This design comes from an exercise in tuning for small area on the open sky130 flow, not from production work. In this exercise RTL edits were held to simulation tests only and were not proved equivalent to the original.

==> design/flow/constraint.sdc <==
create_clock -name core_clock -period 20.0 [get_ports {clk}]
set_input_delay 4.0000 -clock core_clock [delete_from_list [all_inputs] [get_ports {clk}]]
set_output_delay 4.0000 -clock core_clock [all_outputs]
set_load 0.01 [all_outputs]
==> design/flow/design.v <==
module gasm_core #(
    parameter [31:0] OUT_ADDR        = 32'h0000_FF00,
    parameter [31:0] KBD_DATA_ADDR   = 32'h0000_FF04,
    parameter [31:0] KBD_STATUS_ADDR = 32'h0000_FF08,
    parameter [31:0] STACK_LO        = 32'h0000_E000,
    parameter [31:0] STACK_HI        = 32'h0000_F000
) (
    input  wire        clk,
    input  wire        rst,
    input  wire [31:0] entry,
    output reg         mem_valid,
    output reg         mem_we,
    output reg  [3:0]  mem_wstrb,
    output reg  [31:0] mem_addr,
    output reg  [31:0] mem_wdata,
    input  wire [31:0] mem_rdata,
    input  wire        mem_ready,
    output wire        boundary,
    input  wire        timer_tick,
    input  wire        kbd_valid,
    input  wire [7:0]  kbd_char,
    output reg         kbd_ack,
    output reg         out_valid,
    output reg  [7:0]  out_byte,
    output reg         halted,
    output reg         faulted,
    output reg  [2:0]  fault_reason,
    output reg  [31:0] fault_value
);
    localparam [7:0] OP_HALT  = 8'h00, OP_INT   = 8'h10,
                     OP_CALL  = 8'h20, OP_CALLM = 8'h21,
                     OP_JMP   = 8'h30, OP_BEQ   = 8'h31, OP_BNE  = 8'h32, OP_BGT  = 8'h33,
                     OP_JMPM  = 8'h38, OP_BEQM  = 8'h39, OP_BNEM = 8'h3A, OP_BGTM = 8'h3B,
                     OP_XCHG  = 8'h40,
                     OP_ADD   = 8'h50, OP_SUB   = 8'h51, OP_MUL  = 8'h52, OP_DIV  = 8'h53,
                     OP_NOT   = 8'h60, OP_AND   = 8'h61, OP_OR   = 8'h62, OP_XOR  = 8'h63,
                     OP_SHL   = 8'h70, OP_SHR   = 8'h71,
                     OP_ST    = 8'h80, OP_STPSH = 8'h81, OP_STIND = 8'h82,
                     OP_CSRRD = 8'h90, OP_LDIMM = 8'h91, OP_LD   = 8'h92, OP_LDPOP = 8'h93,
                     OP_CSRWR = 8'h94, OP_CSROR = 8'h95, OP_CSRLD = 8'h96, OP_CSRPOP = 8'h97;
    localparam [2:0] F_DIVZERO = 3'd2, F_STK_OVER = 3'd3, F_STK_UNDER = 3'd4,
                     F_OPCODE  = 3'd5, F_CSR = 3'd6;
    localparam [31:0] CAUSE_TIMER = 32'd2, CAUSE_KBD = 32'd3, CAUSE_SOFT = 32'd4;
    localparam [4:0] S_FETCH   = 5'd0,
                     S_EXEC    = 5'd1,
                     S_RD      = 5'd2,
                     S_WR      = 5'd3,
                     S_DIV     = 5'd4,
                     S_COMMIT  = 5'd5,
                     S_BOUND   = 5'd6,
                     S_POLL_RD = 5'd7,
                     S_POLL_WR = 5'd8,
                     S_KB_DATA = 5'd9,
                     S_KB_RDST = 5'd10,
                     S_KB_WRST = 5'd11,
                     S_ENT1    = 5'd12,
                     S_ENT2    = 5'd13,
                     S_ENTER   = 5'd14,
                     S_STOP    = 5'd15;
    reg [4:0]  state;
    reg [31:0] x [0:15];           
    reg [31:0] psw;                
    reg [31:0] handler;            
    reg [31:0] cause;              
    reg [31:0] ir;
    reg [31:0] mdata;              
    reg [31:0] div_q;              
    reg [31:0] div_r;              
    reg [5:0]  div_cnt;
    reg        ent_bnd;            
    reg [31:0] ent_cause;
    reg        b_fault;            
    reg [2:0]  b_fault_reason;
    reg [31:0] b_fault_value;
    reg        b_timer;
    reg        b_kbd;
    reg [7:0]  b_char;
    wire [7:0]  op = ir[31:24];
    wire [3:0]  fa = ir[23:20];
    wire [3:0]  fb = ir[19:16];
    wire [3:0]  fc = ir[15:12];
    wire [31:0] disp = {{20{ir[11]}}, ir[11:0]};
    wire [31:0] pc = x[15];
    wire [31:0] sp = x[14];
    wire [31:0] ra = x[fa];
    wire [31:0] rb = x[fb];
    wire [31:0] rc = x[fc];
    reg known_op;
    always @(*) begin
        case (op)
            OP_HALT, OP_INT, OP_CALL, OP_CALLM,
            OP_JMP, OP_BEQ, OP_BNE, OP_BGT, OP_JMPM, OP_BEQM, OP_BNEM, OP_BGTM,
            OP_XCHG, OP_ADD, OP_SUB, OP_MUL, OP_DIV, OP_NOT, OP_AND, OP_OR, OP_XOR,
            OP_SHL, OP_SHR, OP_ST, OP_STPSH, OP_STIND,
            OP_CSRRD, OP_LDIMM, OP_LD, OP_LDPOP, OP_CSRWR, OP_CSROR, OP_CSRLD, OP_CSRPOP:
                known_op = 1'b1;
            default: known_op = 1'b0;
        endcase
    end
    reg [31:0] csr_b;
    always @(*) begin
        case (fb)
            4'd0:    csr_b = psw;
            4'd1:    csr_b = handler;
            default: csr_b = cause;
        endcase
    end
    wire [31:0] sp_m4 = sp - 32'd4;
    wire [31:0] sp_m8 = sp - 32'd8;
    wire [31:0] ea_abd = ra + rb + disp;    
    wire [31:0] ea_bcd = rb + rc + disp;    
    wire [31:0] ea_ad  = ra + disp;         
    wire [31:0] nb     = rb + disp;         
    function stk_bad;
        input [31:0] v;
        stk_bad = (v < STACK_LO) || (v > STACK_HI);
    endfunction
    function [2:0] stk_reason;
        input [31:0] v;
        stk_reason = (v < STACK_LO) ? F_STK_OVER : F_STK_UNDER;
    endfunction
    reg cond;
    always @(*) begin
        case (op[1:0])
            2'b00:   cond = 1'b1;
            2'b01:   cond = (rb == rc);
            2'b10:   cond = (rb != rc);
            default: cond = ($signed(rb) > $signed(rc));
        endcase
    end
    wire [32:0] add_full = {1'b0, rb} + {1'b0, rc};
    wire [32:0] sub_full = {1'b0, rb} - {1'b0, rc};
    wire [63:0] mul_full = $signed(rb) * $signed(rc);
    wire        div_neg  = rb[31] ^ rc[31];
    wire [31:0] div_res  = div_neg ? (32'd0 - div_q) : div_q;
    reg [31:0] alu_r;
    reg        alu_c, alu_o;
    always @(*) begin
        alu_r = 32'd0;
        alu_c = 1'b0;
        alu_o = 1'b0;
        case (op)
            OP_ADD: begin
                alu_r = add_full[31:0];
                alu_c = add_full[32];
                alu_o = (rb[31] == rc[31]) && (alu_r[31] != rb[31]);
            end
            OP_SUB: begin
                alu_r = sub_full[31:0];
                alu_c = (rb < rc);
                alu_o = (rb[31] != rc[31]) && (alu_r[31] != rb[31]);
            end
            OP_MUL: begin
                alu_r = mul_full[31:0];
                alu_c = !((&mul_full[63:31]) || !(|mul_full[63:31]));
                alu_o = alu_c;
            end
            OP_DIV: begin
                alu_r = div_res;
                alu_o = (rb == 32'h8000_0000) && (rc == 32'hFFFF_FFFF);
            end
            OP_NOT: alu_r = ~rb;
            OP_AND: alu_r = rb & rc;
            OP_OR:  alu_r = rb | rc;
            OP_XOR: alu_r = rb ^ rc;
            OP_SHL: begin
                if (rc < 32'd32)
                    alu_r = rb << rc[4:0];
                if (rc >= 32'd1 && rc <= 32'd32)
                    alu_c = rb[5'd0 - rc[4:0]];
            end
            OP_SHR: begin
                if (rc < 32'd32)
                    alu_r = $signed(rb) >>> rc[4:0];
                else
                    alu_r = {32{rb[31]}};
                if (rc == 32'd0)
                    alu_c = 1'b0;
                else if (rc >= 32'd32)
                    alu_c = rb[31];
                else
                    alu_c = rb[rc[4:0] - 5'd1];
            end
            default: ;
        endcase
    end
    wire [3:0] alu_flags = {alu_r[31], alu_c, alu_o, (alu_r == 32'd0)};    
    wire is_alu = (op[7:4] == 4'h5) || (op[7:4] == 4'h6) || (op[7:4] == 4'h7);
    reg        ex_fault;
    reg [2:0]  ex_reason;
    reg [31:0] ex_value;
    always @(*) begin
        ex_fault  = 1'b0;
        ex_reason = 3'd0;
        ex_value  = 32'd0;
        if (!known_op) begin
            ex_fault = 1'b1; ex_reason = F_OPCODE; ex_value = {24'd0, op};
        end else begin
            case (op)
                OP_CSRRD:
                    if (fb > 4'd2) begin ex_fault = 1'b1; ex_reason = F_CSR; ex_value = {28'd0, fb}; end
                OP_CSRWR, OP_CSRLD:
                    if (fa > 4'd2) begin ex_fault = 1'b1; ex_reason = F_CSR; ex_value = {28'd0, fa}; end
                OP_CSROR:
                    if (fa > 4'd2) begin ex_fault = 1'b1; ex_reason = F_CSR; ex_value = {28'd0, fa}; end
                    else if (fb > 4'd2) begin ex_fault = 1'b1; ex_reason = F_CSR; ex_value = {28'd0, fb}; end
                OP_CSRPOP:
                    if (fa > 4'd2) begin ex_fault = 1'b1; ex_reason = F_CSR; ex_value = {28'd0, fa}; end
                    else if (fb == 4'd14 && stk_bad(nb)) begin ex_fault = 1'b1; ex_reason = stk_reason(nb); ex_value = nb; end
                OP_CALL, OP_CALLM:
                    if (stk_bad(sp_m4)) begin ex_fault = 1'b1; ex_reason = stk_reason(sp_m4); ex_value = sp_m4; end
                OP_INT:
                    if (stk_bad(sp_m4)) begin ex_fault = 1'b1; ex_reason = stk_reason(sp_m4); ex_value = sp_m4; end
                    else if (stk_bad(sp_m8)) begin ex_fault = 1'b1; ex_reason = stk_reason(sp_m8); ex_value = sp_m8; end
                OP_STPSH:
                    if (fa == 4'd14 && stk_bad(ea_ad)) begin ex_fault = 1'b1; ex_reason = stk_reason(ea_ad); ex_value = ea_ad; end
                OP_LDPOP:
                    if (fb == 4'd14 && stk_bad(nb)) begin ex_fault = 1'b1; ex_reason = stk_reason(nb); ex_value = nb; end
                OP_DIV:
                    if (rc == 32'd0) begin ex_fault = 1'b1; ex_reason = F_DIVZERO; end
                default: ;
            endcase
        end
    end
    wire mem_branch = (op == OP_JMPM) || ((op == OP_BEQM || op == OP_BNEM || op == OP_BGTM) && cond);
    wire need_rd = mem_branch || (op == OP_CALLM) || (op == OP_STIND) || (op == OP_LD) ||
                   (op == OP_LDPOP) || (op == OP_CSRLD) || (op == OP_CSRPOP);
    wire need_wr = (op == OP_CALL) || (op == OP_CALLM) || (op == OP_ST) ||
                   (op == OP_STPSH) || (op == OP_STIND);
    reg [31:0] rd_addr;
    always @(*) begin
        case (op)
            OP_LD, OP_CSRLD:     rd_addr = ea_bcd;
            OP_LDPOP, OP_CSRPOP: rd_addr = rb;
            OP_STIND:            rd_addr = ea_abd;
            default:             rd_addr = ea_ad;      
        endcase
    end
    reg [31:0] wr_addr, wr_data;
    always @(*) begin
        case (op)
            OP_ST:    begin wr_addr = ea_abd; wr_data = rc; end
            OP_STPSH: begin wr_addr = ea_ad;  wr_data = rc; end
            OP_STIND: begin wr_addr = mdata;  wr_data = rc; end
            default:  begin wr_addr = sp_m4;  wr_data = pc + 32'd4; end    
        endcase
    end
    wire t_take  = timer_tick && psw[13] && !psw[15];
    wire ent_bad = stk_bad(sp_m4) || stk_bad(sp_m8);
    wire [2:0]  ent_reason = stk_bad(sp_m4) ? stk_reason(sp_m4) : stk_reason(sp_m8);
    wire [31:0] ent_value  = stk_bad(sp_m4) ? sp_m4 : sp_m8;
    assign boundary = (state == S_BOUND);
    always @(*) begin
        kbd_ack = 1'b0;
        if (state == S_BOUND && kbd_valid) begin
            if (t_take)
                kbd_ack = !ent_bad;           
            else if (psw[15])
                kbd_ack = 1'b1;               
            else
                kbd_ack = !ent_bad;           
        end
    end
    wire [31:0] ent_ret = ent_bnd ? pc : pc + 32'd4;
    always @(*) begin
        mem_valid = 1'b0;
        mem_we    = 1'b0;
        mem_wstrb = 4'b0000;
        mem_addr  = 32'd0;
        mem_wdata = 32'd0;
        case (state)
            S_FETCH:   begin mem_valid = 1'b1; mem_addr = pc; end
            S_RD:      begin mem_valid = 1'b1; mem_addr = rd_addr; end
            S_WR:      begin mem_valid = 1'b1; mem_we = 1'b1; mem_wstrb = 4'b1111;
                             mem_addr = wr_addr; mem_wdata = wr_data; end
            S_POLL_RD: begin mem_valid = 1'b1; mem_addr = OUT_ADDR; end
            S_POLL_WR: begin mem_valid = 1'b1; mem_we = 1'b1; mem_wstrb = 4'b0001;
                             mem_addr = OUT_ADDR; mem_wdata = 32'd0; end
            S_KB_DATA: begin mem_valid = 1'b1; mem_we = 1'b1; mem_wstrb = 4'b1111;
                             mem_addr = KBD_DATA_ADDR; mem_wdata = {24'd0, b_char}; end
            S_KB_RDST: begin mem_valid = 1'b1; mem_addr = KBD_STATUS_ADDR; end
            S_KB_WRST: begin mem_valid = 1'b1; mem_we = 1'b1; mem_wstrb = 4'b1111;
                             mem_addr = KBD_STATUS_ADDR; mem_wdata = mdata | 32'd1; end
            S_ENT1:    begin mem_valid = 1'b1; mem_we = 1'b1; mem_wstrb = 4'b1111;
                             mem_addr = sp_m4; mem_wdata = psw; end
            S_ENT2:    begin mem_valid = 1'b1; mem_we = 1'b1; mem_wstrb = 4'b1111;
                             mem_addr = sp_m8; mem_wdata = ent_ret; end
            default: ;
        endcase
    end
    wire xfer = mem_valid && mem_ready;
    always @(*) begin
        out_valid = (state == S_POLL_RD) && mem_ready && (mem_rdata[7:0] != 8'd0);
        out_byte  = mem_rdata[7:0];
    end
    wire commit_now = (state == S_EXEC && !ex_fault && !need_rd && !need_wr &&
                       op != OP_DIV && op != OP_HALT && op != OP_INT) ||
                      (state == S_COMMIT);
    wire [32:0] div_try = {div_r, div_q[31]} - {1'b0, (rc[31] ? (32'd0 - rc) : rc)};
    wire [4:0] after_poll = b_fault ? S_STOP :
                            b_kbd   ? S_KB_DATA :
                            b_timer ? S_ENT1 : S_FETCH;
    integer i;
    always @(posedge clk) begin
        if (rst) begin
            state        <= S_FETCH;
            for (i = 0; i < 15; i = i + 1)
                x[i] <= 32'd0;
            x[15]        <= entry;
            psw          <= 32'h0000_2000;
            handler      <= 32'd0;
            cause        <= 32'd0;
            ir           <= 32'd0;
            mdata        <= 32'd0;
            div_q        <= 32'd0;
            div_r        <= 32'd0;
            div_cnt      <= 6'd0;
            ent_bnd      <= 1'b0;
            ent_cause    <= 32'd0;
            b_fault      <= 1'b0;
            b_fault_reason <= 3'd0;
            b_fault_value  <= 32'd0;
            b_timer      <= 1'b0;
            b_kbd        <= 1'b0;
            b_char       <= 8'd0;
            halted       <= 1'b0;
            faulted      <= 1'b0;
            fault_reason <= 3'd0;
            fault_value  <= 32'd0;
        end else begin
            case (state)
                S_FETCH:
                    if (xfer) begin
                        ir    <= {mem_rdata[7:0], mem_rdata[15:8], mem_rdata[23:16], mem_rdata[31:24]};
                        state <= S_EXEC;
                    end
                S_EXEC:
                    if (ex_fault) begin
                        faulted      <= 1'b1;
                        fault_reason <= ex_reason;
                        fault_value  <= ex_value;
                        state        <= S_STOP;
                    end else if (op == OP_HALT) begin
                        halted <= 1'b1;
                        state  <= S_STOP;
                    end else if (op == OP_INT) begin
                        ent_bnd   <= 1'b0;
                        ent_cause <= CAUSE_SOFT;
                        state     <= S_ENT1;
                    end else if (op == OP_DIV) begin
                        div_q   <= rb[31] ? (32'd0 - rb) : rb;
                        div_r   <= 32'd0;
                        div_cnt <= 6'd0;
                        state   <= S_DIV;
                    end else if (need_rd)
                        state <= S_RD;
                    else if (need_wr)
                        state <= S_WR;
                    else
                        state <= S_BOUND;
                S_RD:
                    if (xfer) begin
                        mdata <= mem_rdata;
                        state <= need_wr ? S_WR : S_COMMIT;
                    end
                S_WR:
                    if (xfer)
                        state <= S_COMMIT;
                S_DIV: begin
                    if (div_try[32]) begin
                        div_r <= {div_r[30:0], div_q[31]};
                        div_q <= {div_q[30:0], 1'b0};
                    end else begin
                        div_r <= div_try[31:0];
                        div_q <= {div_q[30:0], 1'b1};
                    end
                    div_cnt <= div_cnt + 6'd1;
                    if (div_cnt == 6'd31)
                        state <= S_COMMIT;
                end
                S_COMMIT:
                    state <= S_BOUND;
                S_BOUND: begin
                    b_fault <= 1'b0;
                    b_timer <= 1'b0;
                    b_kbd   <= 1'b0;
                    b_char  <= kbd_char;
                    if (t_take) begin
                        if (ent_bad) begin
                            b_fault        <= 1'b1;
                            b_fault_reason <= ent_reason;
                            b_fault_value  <= ent_value;
                        end else
                            b_timer <= 1'b1;
                    end else if (kbd_valid && !psw[15]) begin
                        if (ent_bad) begin
                            b_fault        <= 1'b1;
                            b_fault_reason <= ent_reason;
                            b_fault_value  <= ent_value;
                        end else
                            b_kbd <= 1'b1;
                    end
                    state <= S_POLL_RD;
                end
                S_POLL_RD:
                    if (xfer) begin
                        ent_bnd   <= 1'b1;
                        ent_cause <= b_kbd ? CAUSE_KBD : CAUSE_TIMER;
                        if (mem_rdata[7:0] != 8'd0)
                            state <= S_POLL_WR;
                        else
                            state <= after_poll;
                        if (mem_rdata[7:0] == 8'd0 && b_fault) begin
                            faulted      <= 1'b1;
                            fault_reason <= b_fault_reason;
                            fault_value  <= b_fault_value;
                        end
                    end
                S_POLL_WR:
                    if (xfer) begin
                        state <= after_poll;
                        if (b_fault) begin
                            faulted      <= 1'b1;
                            fault_reason <= b_fault_reason;
                            fault_value  <= b_fault_value;
                        end
                    end
                S_KB_DATA:
                    if (xfer) state <= S_KB_RDST;
                S_KB_RDST:
                    if (xfer) begin
                        mdata <= mem_rdata;
                        state <= S_KB_WRST;
                    end
                S_KB_WRST:
                    if (xfer) state <= S_ENT1;
                S_ENT1:
                    if (xfer) state <= S_ENT2;
                S_ENT2:
                    if (xfer) state <= S_ENTER;
                S_ENTER: begin
                    x[14]    <= sp_m8;
                    x[15]    <= handler;
                    cause    <= ent_cause;
                    psw[15]  <= 1'b1;
                    state    <= ent_bnd ? S_FETCH : S_BOUND;
                end
                default: ;    
            endcase
            if (commit_now) begin
                x[15] <= pc + 32'd4;
                case (op)
                    OP_CALL:  begin x[14] <= sp_m4; x[15] <= ea_ad; end
                    OP_CALLM: begin x[14] <= sp_m4; x[15] <= mdata; end
                    OP_JMP, OP_BEQ, OP_BNE, OP_BGT:
                        if (cond) x[15] <= ea_ad;
                    OP_JMPM, OP_BEQM, OP_BNEM, OP_BGTM:
                        if (cond) x[15] <= mdata;
                    OP_XCHG:
                        if (fb != fc) begin
                            x[fb] <= rc;
                            x[fc] <= rb;
                        end
                    OP_ADD, OP_SUB, OP_MUL, OP_DIV, OP_NOT, OP_AND, OP_OR, OP_XOR, OP_SHL, OP_SHR: begin
                        x[fa]    <= alu_r;
                        psw[3:0] <= alu_flags;
                    end
                    OP_STPSH: x[fa] <= ea_ad;
                    OP_CSRRD: x[fa] <= csr_b;
                    OP_LDIMM: x[fa] <= nb;
                    OP_LD:    x[fa] <= mdata;
                    OP_LDPOP: begin x[fb] <= nb; x[fa] <= mdata; end
                    OP_CSRWR, OP_CSROR, OP_CSRLD: begin
                        case (fa)
                            4'd0:    psw     <= (op == OP_CSRWR) ? rb : (op == OP_CSROR) ? (csr_b | disp) : mdata;
                            4'd1:    handler <= (op == OP_CSRWR) ? rb : (op == OP_CSROR) ? (csr_b | disp) : mdata;
                            default: cause   <= (op == OP_CSRWR) ? rb : (op == OP_CSROR) ? (csr_b | disp) : mdata;
                        endcase
                    end
                    OP_CSRPOP: begin
                        x[fb] <= nb;
                        case (fa)
                            4'd0:    psw     <= mdata;
                            4'd1:    handler <= mdata;
                            default: cause   <= mdata;
                        endcase
                    end
                    default: ;
                endcase
            end
        end
    end
endmodule
==> design/flow/run.sh <==
#!/bin/bash
# synth_recipe.tcl (not shown) runs the flow's synth.tcl, then flattens the netlist and writes it again
# the make line also repeats each setting of config.mk as NAME=value (left out here)
make -C /OpenROAD-flow-scripts/flow DESIGN_CONFIG=/design/flow/config.mk WORK_HOME=/design/flow/orfs CLKGATE_MAP_FILE= SYNTH_SCRIPT=/design/flow/synth_recipe.tcl finish
==> design/flow/config.mk <==
export PLATFORM = sky130hd
export DESIGN_NAME = gasm_core
export DESIGN_NICKNAME = gasm_core
export VERILOG_FILES = /design/flow/design.v
export SDC_FILE = /design/flow/constraint.sdc
export NUM_CORES = 4
export LEC_CHECK = 0
export CAP_MARGIN = 20
export CORE_MARGIN = 2
export CORE_UTILIZATION = 30
export GPL_ROUTABILITY_DRIVEN = 1
export PLACE_DENSITY = 0.45
export SLEW_MARGIN = 20
==> out/results.tsv <==
stage	metric	value	unit
flow_run	max-cap violations	0	
sta	RSZ-0062 raised after global routing	no	
routing	Routed met2 length	310000	microns
setup_path	crit start category	flop	
synth	FF+latch count, synth	843	
setup_path	Crit path required time	16000	ps
floorplan	Die Wd	624	microns
clock_tree	worst skew pair latency	930	ps
global_routing	Total GRT Usage	38.3	%
setup_path	Worst R2R Path Depth	34	
layout	share of layout cells above drive strength 1	12.0	%
floorplan	IO Pins	195	
setup_path	Slowest cell on crit path	nor2b_2	
sta	post-route worst setup slack	5080	ps
floorplan	# rows	227	
synth	syn_area_per_cell	8.66	sq um
setup_path	Max FO, Critical Path	33	
sta	crit path time final	14920	ps
global_routing	largest net degree at the start of global routing	87	
worst_hold_path	Hold Path End	faulted	
placed_design	GPL Wtd Cong	1.08	
sta	period utilization	74.6	%
routing	DR vias	118000	
sta	TNS Setup	0	ps
sta	Slew HR	5.23	%
placed_design	pre-CTS WS	6160	ps
clock_tree	CTS HTree Levels	3	
floorplan	Die Area	390000	sq um
global_routing	total congestion overflow	0	
setup_path	crit path kind	flop to output pin	
layout	commonest cells after routing, fill and taps aside	1364 x nand2_1, 1350 x nor2_1, 1197 x inv_1	
setup_path	R2R Setup Slk	6050	ps
layout	area grow syn2layout	12.4	%
placed_design	detailed-placement wirelength estimate	578000	microns
clock_tree	CTS tree	done	
global_routing	antenna violations before repair	112	
layout	final layout net count	14900	
setup_path	crit-path max cell delay	920	ps
clock_tree	clock-pin slew on the worst setup and hold paths	60	ps
sta	Hold WS	450	ps
clock_tree	CTS max path bufs	4	
synth	number of synthesized flops with an enable pin	512	
sta	Worst-Margin Slew	1410	ps
synth	Syn Std Cell Area	115000	sq um
routing	drt total wl	765000	microns
clock_tree	clock buffer count from CTS	117	
layout	Cell Count, Final, Fillers Out	18400	
routing	wire length on met1	298000	microns
routing	Max Used Layer	met5	
placed_design	Cell Area, Placed	126000	sq um
worst_hold_path	HP Class	flop to flop	
setup_path	Critical Path AT	10920	ps
sta	clock skew	125	ps
setup_path	r2r endpoint	psw[1]	
clock_tree	clk root buf	clkbuf_16	
synth	Seq/Total Area, Yosys	19.1	%
sta	fin. max-slew vios	0	
sta	final setup vio count	0	
layout	final instance area	130000	sq um
routing	DRT Pass-1 Iters	10	
layout	commonest non-fill, non-tap cell in the layout	nand2_1	
routing	WL/cell	41.7	microns
worst_hold_path	number of cells on the worst hold path	2	
worst_hold_path	hold path start	faulted	
placed_design	input/output buffers	194	
synth	Post-Synthesis Cells	13300	
global_routing	first-pass GRT wire length	1020000	microns
global_routing	number of global-route vias before repair	111000	
routing	Via density	6.42	
routing	ANT nets after route	0	
sta	final hold violation count	0	
clock_tree	postcts setup bufs	0	
routing	initial detailed-routing violation count	17700	
floorplan	starting density of the core	30.2	%
status	status	finished clean	
clock_tree	PostCTS Resize Cnt	0	
synth	YS warnings	1	
clock_tree	# clock sinks	843	
synth	FFs w/ async S/R, synth	0	%
synth	Post-synth top flop	edfxtp_1	
synth	Yosys cell types	102	
sta	maximum operating frequency	67.0	MHz
routing	Post-route DRC	0	
routing	met3 routed WL	86200	microns
setup_path	Setup crit end kind	output pin	
setup_path	Crit path top cell by count	buf_4	
placed_design	Cells after DPL	18100	
clock_tree	Hold Buf Count CTS	0	
floorplan	Die Y	624	microns
floorplan	core area	383000	sq um
synth	Synthesized Nets	15000	
==> through the flow <==
stage                     utilization (%)
final                                33.9
after global routing                 33.8
after CTS                            33.8
after detailed placement             32.8
after global placement               32.8
after floorplan                         -
==> how the worst max path moves through the flow <==
stage,from,endpoint,slack (ps),cells after the start
2_1_floorplan,flop,psw[1],8440,46
5_1_grt,flop,mem_addr[24],5110,25
4_1_cts,flop,mem_addr[24],5550,25
3_5_place_dp,flop,psw[1],6160,36
6_report,flop,mem_addr[24],5080,25
3_3_place_gp,flop,psw[1],6270,36
==> worst max-delay path: cells and delay by family (launching register included) <==
kind / cells / cell delay, ps
xor+xnor: 1 / 100
fa+ha+maj: 2 / 800
flops: 1 / 770
simple gates: 3 / 1280
compound gates: 13 / 4740
buf+inv: 6 / 2130
==> layout make-up <==
| cell class | count | area (sq um) |
|---|---|---|
| fill | 40100 | 253000 |
| multi-input combinational | 10200 | 85900 |
| sequential | 843 | 22000 |
| timing repair buffer | 820 | 6740 |
| tap | 5038 | 6300 |
| inverter | 1243 | 4670 |
| clock buffer | 160 | 3330 |
| clock inverter | 47 | 490 |
| antenna | 61 | 153 |
==> state kept, by name (all words and copies together) (netlist names), named ones only <==
| signal | count |
|---|---|
| x | 512 |
| b_fault_value | 32 |
| cause | 32 |
| div_q | 32 |
| div_r | 32 |
| fault_value | 32 |
| handler | 32 |
| ir | 32 |
| mdata | 32 |
| psw | 32 |
| b_char | 8 |
| div_cnt | 6 |
| state | 4 |
| ent_cause | 3 |
| fault_reason | 3 |
| b_fault_reason | 2 |
| b_fault | 1 |
| b_kbd | 1 |
| b_timer | 1 |
| faulted | 1 |
| halted | 1 |
==> Yosys cell counts (all sizes together), types with 282 or more instances <==
master / instances / area [sq um]
dfxtp: 331 / 6630
ha: 449 / 5620
nor3: 303 / 1610
clkbuf: 795 / 2990
nand3: 559 / 2800
a21oi: 702 / 3520
edfxtp: 512 / 15400
fa: 1151 / 23000
nand2: 1372 / 5150
nor2: 1376 / 5170
inv: 1228 / 4610
o21ai: 977 / 4900
buf: 282 / 1410
mux4: 419 / 9440
==> kinds of logic after synthesis <==
group	after synthesis	synth area share [%]
AND/OR/NAND/NOR	4202	16.2
AO/OA/AOI/OAI	3290	18.6
multiplexers	671	10.4
adder cells (fa/ha/maj)	1600	24.8
buffers and inverters	2320	7.85
XOR/XNOR	391	2.97
flip-flops	843	19.1
==> per-layer routing <==
layer / global-route usage, % / up-vias
li1: - / 47000
met1: 48.9 / 60500
met2: 53.9 / 8262
met3: 11.8 / 1983
met4: 28.9 / 38
met5: 0.506 / -

## separate check: timing with driven ports
The flow's constraints put no driver on any port. The routed layout listed below was extracted and timed again, unchanged, in two steps.
Step 1, drivers: a clkbuf_16 drives clk and a buf_2 each remaining input, both assumed.
Step 2 times the ports against the registers' clock, not the clock port: input delays grow and output delays shrink by t, the midpoint of the rising clock arrivals with the driver on.
Three values: no drivers, after step 1, after step 2; two values: the first two.
shift t [ns]: 0.982
setup slack, ns: 5.077 / 4.966 / 5.948
worst hold slack (ns): 0.450 / 0.450 / 0.450
latest minus earliest clock arrival (ns): 0.125 / 0.125
slew at the worst register clock pin (ns): 0.09 / 0.09
After both steps this run still meets setup and hold. For this run, drivers alone change the setup slack by -0.111 ns; drivers and shift together by +0.871 ns.
